From an optimization exercise on the open Yosys and OpenROAD flow, aimed at small area; shortcuts taken in it are not production practice.
In this exercise RTL edits were held to simulation tests only and were not proved equivalent to the original.
Power figures rest on the tool's default switching activity, not on a simulated workload.

Setup of JK:
==> flow/design.v <==
module cia402_fsm (
  input  wire         clk,
  input  wire         rst,
  input  wire         start,
  input  wire         operational,
  input  wire         stop_req,
  input  wire [31:0]  cfg_target_vel,
  input  wire [7:0]   cfg_mode,
  input  wire [15:0]  cfg_max_torque,
  output wire         ex_req,
  input  wire         ex_valid,
  input  wire         ex_resp_fresh,
  input  wire [127:0] ex_in,
  input  wire [15:0]  ex_wkc,
  output wire [127:0] ex_out,
  output wire [2:0]   phase,
  output wire         exit_code,
  output wire [2:0]   dstate,
  output wire [32:0]  delta,
  output wire         delta_valid,
  output wire         moving,
  output wire         enable_evt,
  output wire [31:0]  enable_pos,
  output wire         report_valid,
  output wire [63:0]  report_cycle,
  output wire [15:0]  report_status,
  output wire [15:0]  report_control,
  output wire [31:0]  report_position,
  output wire [32:0]  report_delta,
  output wire [35:0]  report_rpm,
  output wire [31:0]  report_velocity,
  output wire [7:0]   report_mode,
  output wire [15:0]  report_wkc
);
  localparam [2:0] PH_IDLE   = 3'd0;
  localparam [2:0] PH_RUN    = 3'd1;
  localparam [2:0] PH_DRAIN  = 3'd2;
  localparam [2:0] PH_HALTED = 3'd3;
  localparam [2:0] PH_FAILED = 3'd4;
  localparam [8:0] LAP_FIRST   = 9'd12;     
  localparam [8:0] DRAIN_FIRST = 9'd462;    
  reg [2:0]   phase_q;
  reg         run_flag;
  reg [8:0]   lap_count;       
  reg [6:0]   cnt_lo;          
  reg [54:0]  cnt_hi;          
  reg         cnt_cy;          
  reg         cnt_flush;       
  reg         motor_enabled;
  reg [31:0]  start_pos;
  reg [15:0]  wkc;
  reg         cw7, cw3, cw21, cw0;  
  reg         tv_on;           
  reg         cfg_on;          
  reg [15:0]  in_status;
  reg [31:0]  in_pos;
  reg [31:0]  in_vel;
  reg [7:0]   in_mode;
  reg         enable_evt_q;
  reg         report_q;
  wire in_idle  = (phase_q == PH_IDLE);
  wire in_run   = (phase_q == PH_RUN);
  wire in_drain = (phase_q == PH_DRAIN);
  assign ex_req = (in_run && run_flag) || in_drain;
  wire do_start = in_idle && start && operational;
  wire do_sfail = in_idle && start && !operational;
  wire do_cycle = in_run && run_flag && ex_valid;
  wire do_stop  = in_run && !run_flag;
  wire do_drain = in_drain && ex_valid;
  wire take_in  = (do_cycle || do_drain) && ex_resp_fresh;
  wire [15:0] new_status = take_in ? ex_in[15:0]  : in_status;
  wire [31:0] new_pos    = take_in ? ex_in[47:16] : in_pos;
  wire s_fault = (new_status == 16'h1208);
  wire s_sod   = (new_status == 16'h1250);
  wire s_rtso  = (new_status == 16'h1231);
  wire s_swon  = (new_status == 16'h1233);
  wire s_open  = (new_status == 16'h1237) || (new_status == 16'h1637);
  wire s_known = s_fault || s_sod || s_rtso || s_swon || s_open;
  wire do_latch = do_cycle && s_open && !motor_enabled;
  wire       lap_end  = &lap_count;
  wire [8:0] lap_next = lap_end ? LAP_FIRST : lap_count + 9'd1;
  wire [6:0] cnt_lo_next = cnt_lo + 7'd125;
  wire rot_win = do_cycle && (lap_count[8:7] == 2'b00) &&
                 (!lap_count[6] || (lap_count[5:2] == 4'b0000 && !(lap_count[1] && lap_count[0])));
  always @(posedge clk) begin
    if (rot_win)
      cnt_hi <= {(cnt_hi[0] ^ cnt_cy) & !cnt_flush, cnt_hi[54:1]};
  end
  always @(posedge clk) begin
    wkc <= ex_wkc;
    if (rst) begin
      phase_q       <= PH_IDLE;
      run_flag      <= 1'b1;
      lap_count     <= LAP_FIRST;
      cnt_lo        <= 7'd0;
      cnt_cy        <= 1'b0;
      cnt_flush     <= 1'b1;
      motor_enabled <= 1'b0;
      start_pos     <= 32'd0;
      cw7           <= 1'b0;
      cw3           <= 1'b0;
      cw21          <= 1'b0;
      cw0           <= 1'b0;
      tv_on         <= 1'b0;
      cfg_on        <= 1'b0;
      in_status     <= 16'd0;
      in_pos        <= 32'd0;
      in_vel        <= 32'd0;
      in_mode       <= 8'd0;
      enable_evt_q  <= 1'b0;
      report_q      <= 1'b0;
    end else begin
      enable_evt_q <= do_latch;
      report_q     <= do_cycle && lap_end;
      if (stop_req)
        run_flag <= 1'b0;
      if (do_start)
        phase_q <= PH_RUN;
      if (do_sfail)
        phase_q <= PH_FAILED;
      if (take_in) begin
        in_status <= ex_in[15:0];
        in_pos    <= ex_in[47:16];
        in_vel    <= ex_in[79:48];
        in_mode   <= ex_in[119:112];
      end
      if (do_cycle) begin
        cfg_on    <= 1'b1;
        lap_count <= lap_next;
        if (lap_end) begin
          cnt_lo    <= cnt_lo_next;
          cnt_cy    <= cnt_lo_next >= 7'd3;    
          cnt_flush <= 1'b0;
        end
        if (rot_win)
          cnt_cy    <= cnt_hi[0] & cnt_cy;
        if (s_known) begin
          cw7   <= s_fault;
          cw3   <= s_swon || s_open;
          cw21  <= !s_fault;
          cw0   <= s_rtso || s_swon || s_open;
          tv_on <= s_open;
        end
        if (do_latch) begin
          motor_enabled <= 1'b1;
          start_pos     <= new_pos;
        end
      end
      if (do_stop || do_drain) begin
        cfg_on <= 1'b1;
        cw7    <= 1'b0;
        cw3    <= 1'b0;
        cw21   <= 1'b0;
        cw0    <= 1'b0;
        tv_on  <= 1'b0;
      end
      if (do_stop) begin
        lap_count <= DRAIN_FIRST;
        phase_q   <= PH_DRAIN;
      end
      if (do_drain) begin
        lap_count <= lap_next;
        if (lap_end)
          phase_q <= PH_HALTED;
      end
    end
  end
  genvar gi;
  wire [32:0] dp = {in_pos[31], in_pos} ^ ~{start_pos[31], start_pos};
  wire [32:0] dg = {in_pos[31], in_pos} & ~{start_pos[31], start_pos};
  wire [34:0] dc;
  assign dc[0] = 1'b1;
  generate
    for (gi = 0; gi < 33; gi = gi + 2) begin : g_delta
      assign dc[gi+1] = dg[gi] | (dp[gi] & dc[gi]);
      if (gi + 1 < 33) begin : g_pair
        assign dc[gi+2] = dg[gi+1] | (dp[gi+1] & dg[gi]) | (dp[gi+1] & dp[gi] & dc[gi]);
      end
    end
  endgenerate
  wire [32:0] delta_s = dp ^ dc[32:0];
  wire [35:0] ra = {in_vel, 4'd0};
  wire [35:0] rb = ~{{4{in_vel[31]}}, in_vel};
  wire [35:0] rp = ra ^ rb;
  wire [35:0] rg = ra & rb;
  wire [36:0] rc;
  assign rc[0] = 1'b1;
  generate
    for (gi = 0; gi < 36; gi = gi + 2) begin : g_rpm
      assign rc[gi+1] = rg[gi] | (rp[gi] & rc[gi]);
      assign rc[gi+2] = rg[gi+1] | (rp[gi+1] & rg[gi]) | (rp[gi+1] & rp[gi] & rc[gi]);
    end
  endgenerate
  wire [35:0] rpm = rp ^ rc[35:0];
  wire hi_any  = |delta_s[31:10];
  wire hi_all  = &delta_s[31:10];
  wire lo_gt   = (&delta_s[9:5]) && (delta_s[4] || (delta_s[3] && (|delta_s[2:0])));
  wire lo_lt   = !(|delta_s[9:5]) && !(delta_s[4] && delta_s[3]);
  wire mv_pos  = !delta_s[32] && (hi_any || lo_gt);
  wire mv_neg  =  delta_s[32] && (!hi_all || lo_lt);
  wire [15:0] cw = {8'd0, cw7, 3'd0, cw3, cw21, cw21, cw0};
  assign ex_out = {8'd0,
                   cfg_on ? cfg_mode : 8'd0,
                   cfg_on ? cfg_max_torque : 16'd0,
                   16'd0,
                   tv_on ? cfg_target_vel : 32'd0,
                   32'd0,
                   cw};
  assign dstate = (in_status == 16'h1208) ? 3'd1 :
                  (in_status == 16'h1250) ? 3'd2 :
                  (in_status == 16'h1231) ? 3'd3 :
                  (in_status == 16'h1233) ? 3'd4 :
                  (in_status == 16'h1237 || in_status == 16'h1637) ? 3'd5 : 3'd0;
  assign phase       = phase_q;
  assign exit_code   = phase_q[2];
  assign delta       = delta_s;
  assign delta_valid = motor_enabled;
  assign moving      = motor_enabled && (mv_pos || mv_neg);
  assign enable_evt  = enable_evt_q;
  assign enable_pos  = start_pos;
  assign report_valid    = report_q;
  assign report_cycle    = {cnt_hi, cnt_lo, 2'b00};
  assign report_status   = in_status;
  assign report_control  = cw;
  assign report_position = in_pos;
  assign report_delta    = delta_s;
  assign report_rpm      = rpm;
  assign report_velocity = in_vel;
  assign report_mode     = in_mode;
  assign report_wkc      = wkc;
endmodule
==> flow/config.mk <==
export PLATFORM = sky130hd
export DESIGN_NAME = cia402_fsm
export DESIGN_NICKNAME = cia402_fsm
export VERILOG_FILES = /design/flow/design.v
export SDC_FILE = /design/flow/constraint.sdc
export NUM_CORES = 4
export LEC_CHECK = 0
export CAP_MARGIN = 20
export CORE_AREA = 5 5 225 225
export DIE_AREA = 0 0 230 230
export PLACE_DENSITY = 0.7
export SLEW_MARGIN = 20
==> flow/constraint.sdc <==
create_clock -name core_clock -period 8.0 [get_ports {clk}]
set_input_delay 1.6000 -clock core_clock [delete_from_list [all_inputs] [get_ports {clk}]]
set_output_delay 1.6000 -clock core_clock [all_outputs]
set_load 0.01 [all_outputs]
standard.sh (not shown) runs the stock make flow with config.mk's settings and CLKGATE_MAP_FILE= SYNTH_SCRIPT=/design/flow/synth_recipe.tcl, a recipe that flattens the netlist after the stock synthesis.
==> flow/flow/run.sh <==
#!/bin/bash
set -euo pipefail
export BUFFER_PORTS_ARGS="-buffer_cell sky130_fd_sc_hd__buf_1"
export CTS_ARGS="-sink_clustering_enable -repair_clock_nets -buf_list sky130_fd_sc_hd__clkbuf_4 -sink_clustering_size 10 -sink_clustering_max_diameter 40 -dont_use_dummy_load"
export SKIP_REPAIR_TIE_FANOUT=1
bash standard.sh > standard_flow.log 2>&1
Inputs modified between JK and MS:
--- a/flow/design.v
+++ b/flow/design.v
@@ -78,23 +78,27 @@
   wire s_known = s_fault || s_sod || s_rtso || s_swon || s_open;
   wire do_latch = do_cycle && s_open && !motor_enabled;
   wire       lap_end  = &lap_count;
   wire [8:0] lap_next = lap_end ? LAP_FIRST : lap_count + 9'd1;
-  wire [6:0] cnt_lo_next = cnt_lo + 7'd125;
+  wire [6:0] cnt_lo_next = cnt_flush ? 7'd125 : cnt_lo + 7'd125;
   wire rot_win = do_cycle && (lap_count[8:7] == 2'b00) &&
                  (!lap_count[6] || (lap_count[5:2] == 4'b0000 && !(lap_count[1] && lap_count[0])));
   always @(posedge clk) begin
-    if (rot_win)
+    if (rot_win) begin
       cnt_hi <= {(cnt_hi[0] ^ cnt_cy) & !cnt_flush, cnt_hi[54:1]};
+      cnt_cy <= cnt_hi[0] & cnt_cy;
+    end
+    if (do_cycle && lap_end) begin
+      cnt_lo <= cnt_lo_next;
+      cnt_cy <= cnt_lo_next >= 7'd3;    
+    end
   end
   always @(posedge clk) begin
     wkc <= ex_wkc;
     if (rst) begin
       phase_q       <= PH_IDLE;
       run_flag      <= 1'b1;
       lap_count     <= LAP_FIRST;
-      cnt_lo        <= 7'd0;
-      cnt_cy        <= 1'b0;
       cnt_flush     <= 1'b1;
       motor_enabled <= 1'b0;
       start_pos     <= 32'd0;
       cw7           <= 1'b0;
@@ -126,15 +130,10 @@
       end
       if (do_cycle) begin
         cfg_on    <= 1'b1;
         lap_count <= lap_next;
-        if (lap_end) begin
-          cnt_lo    <= cnt_lo_next;
-          cnt_cy    <= cnt_lo_next >= 7'd3;    
+        if (lap_end)
           cnt_flush <= 1'b0;
-        end
-        if (rot_win)
-          cnt_cy    <= cnt_hi[0] & cnt_cy;
         if (s_known) begin
           cw7   <= s_fault;
           cw3   <= s_swon || s_open;
           cw21  <= !s_fault;
Results
Higher simple-gate portion of the synthesized area among JK and MS: JK
Diff JK -> MS: total power density per cell area has remained practically unchanged, instance count of the mapped netlist has decreased, power has increased, worst setup slack has increased, initial core utilization has increased.
Growth of design area from synthesis to finish across JK and MS: no real change.
The final critical delay including setup and external delays of MS falls short of that of JK by 0.23 ns.
The sequential share of layout area on MS is in line with that on JK.

==> static timing again, ports no longer ideal <==
In the flow no input, the clock included, has a driving cell. The finished layouts below were timed again as built, in two steps. Step 1 sets driving cells, clkbuf_16 on the clock port and buf_2 on the other inputs (assumed; they add their load-dependent delay and slew). Step 2 adds t to the input delays and takes it off the output delays; t is the mean of the earliest and latest rising clock arrival at the registers after step 1. Input paths then give back, and output paths get back, about the clock's delay inside the block. a / b / c = ideal / step 1 / step 2; a / b = the first two.
run | shift t [ns] | setup slack, ns | hold slack, ns | worst setup path at the end
JK | 0.717 | 1.009 / 0.955 / 1.672 | 0.428 / 0.428 / 0.428 | register to output
MS | 0.706 | 1.244 / 1.203 / 1.908 | 0.429 / 0.429 / 0.429 | register to output
After both steps setup and hold are still met in every run listed.
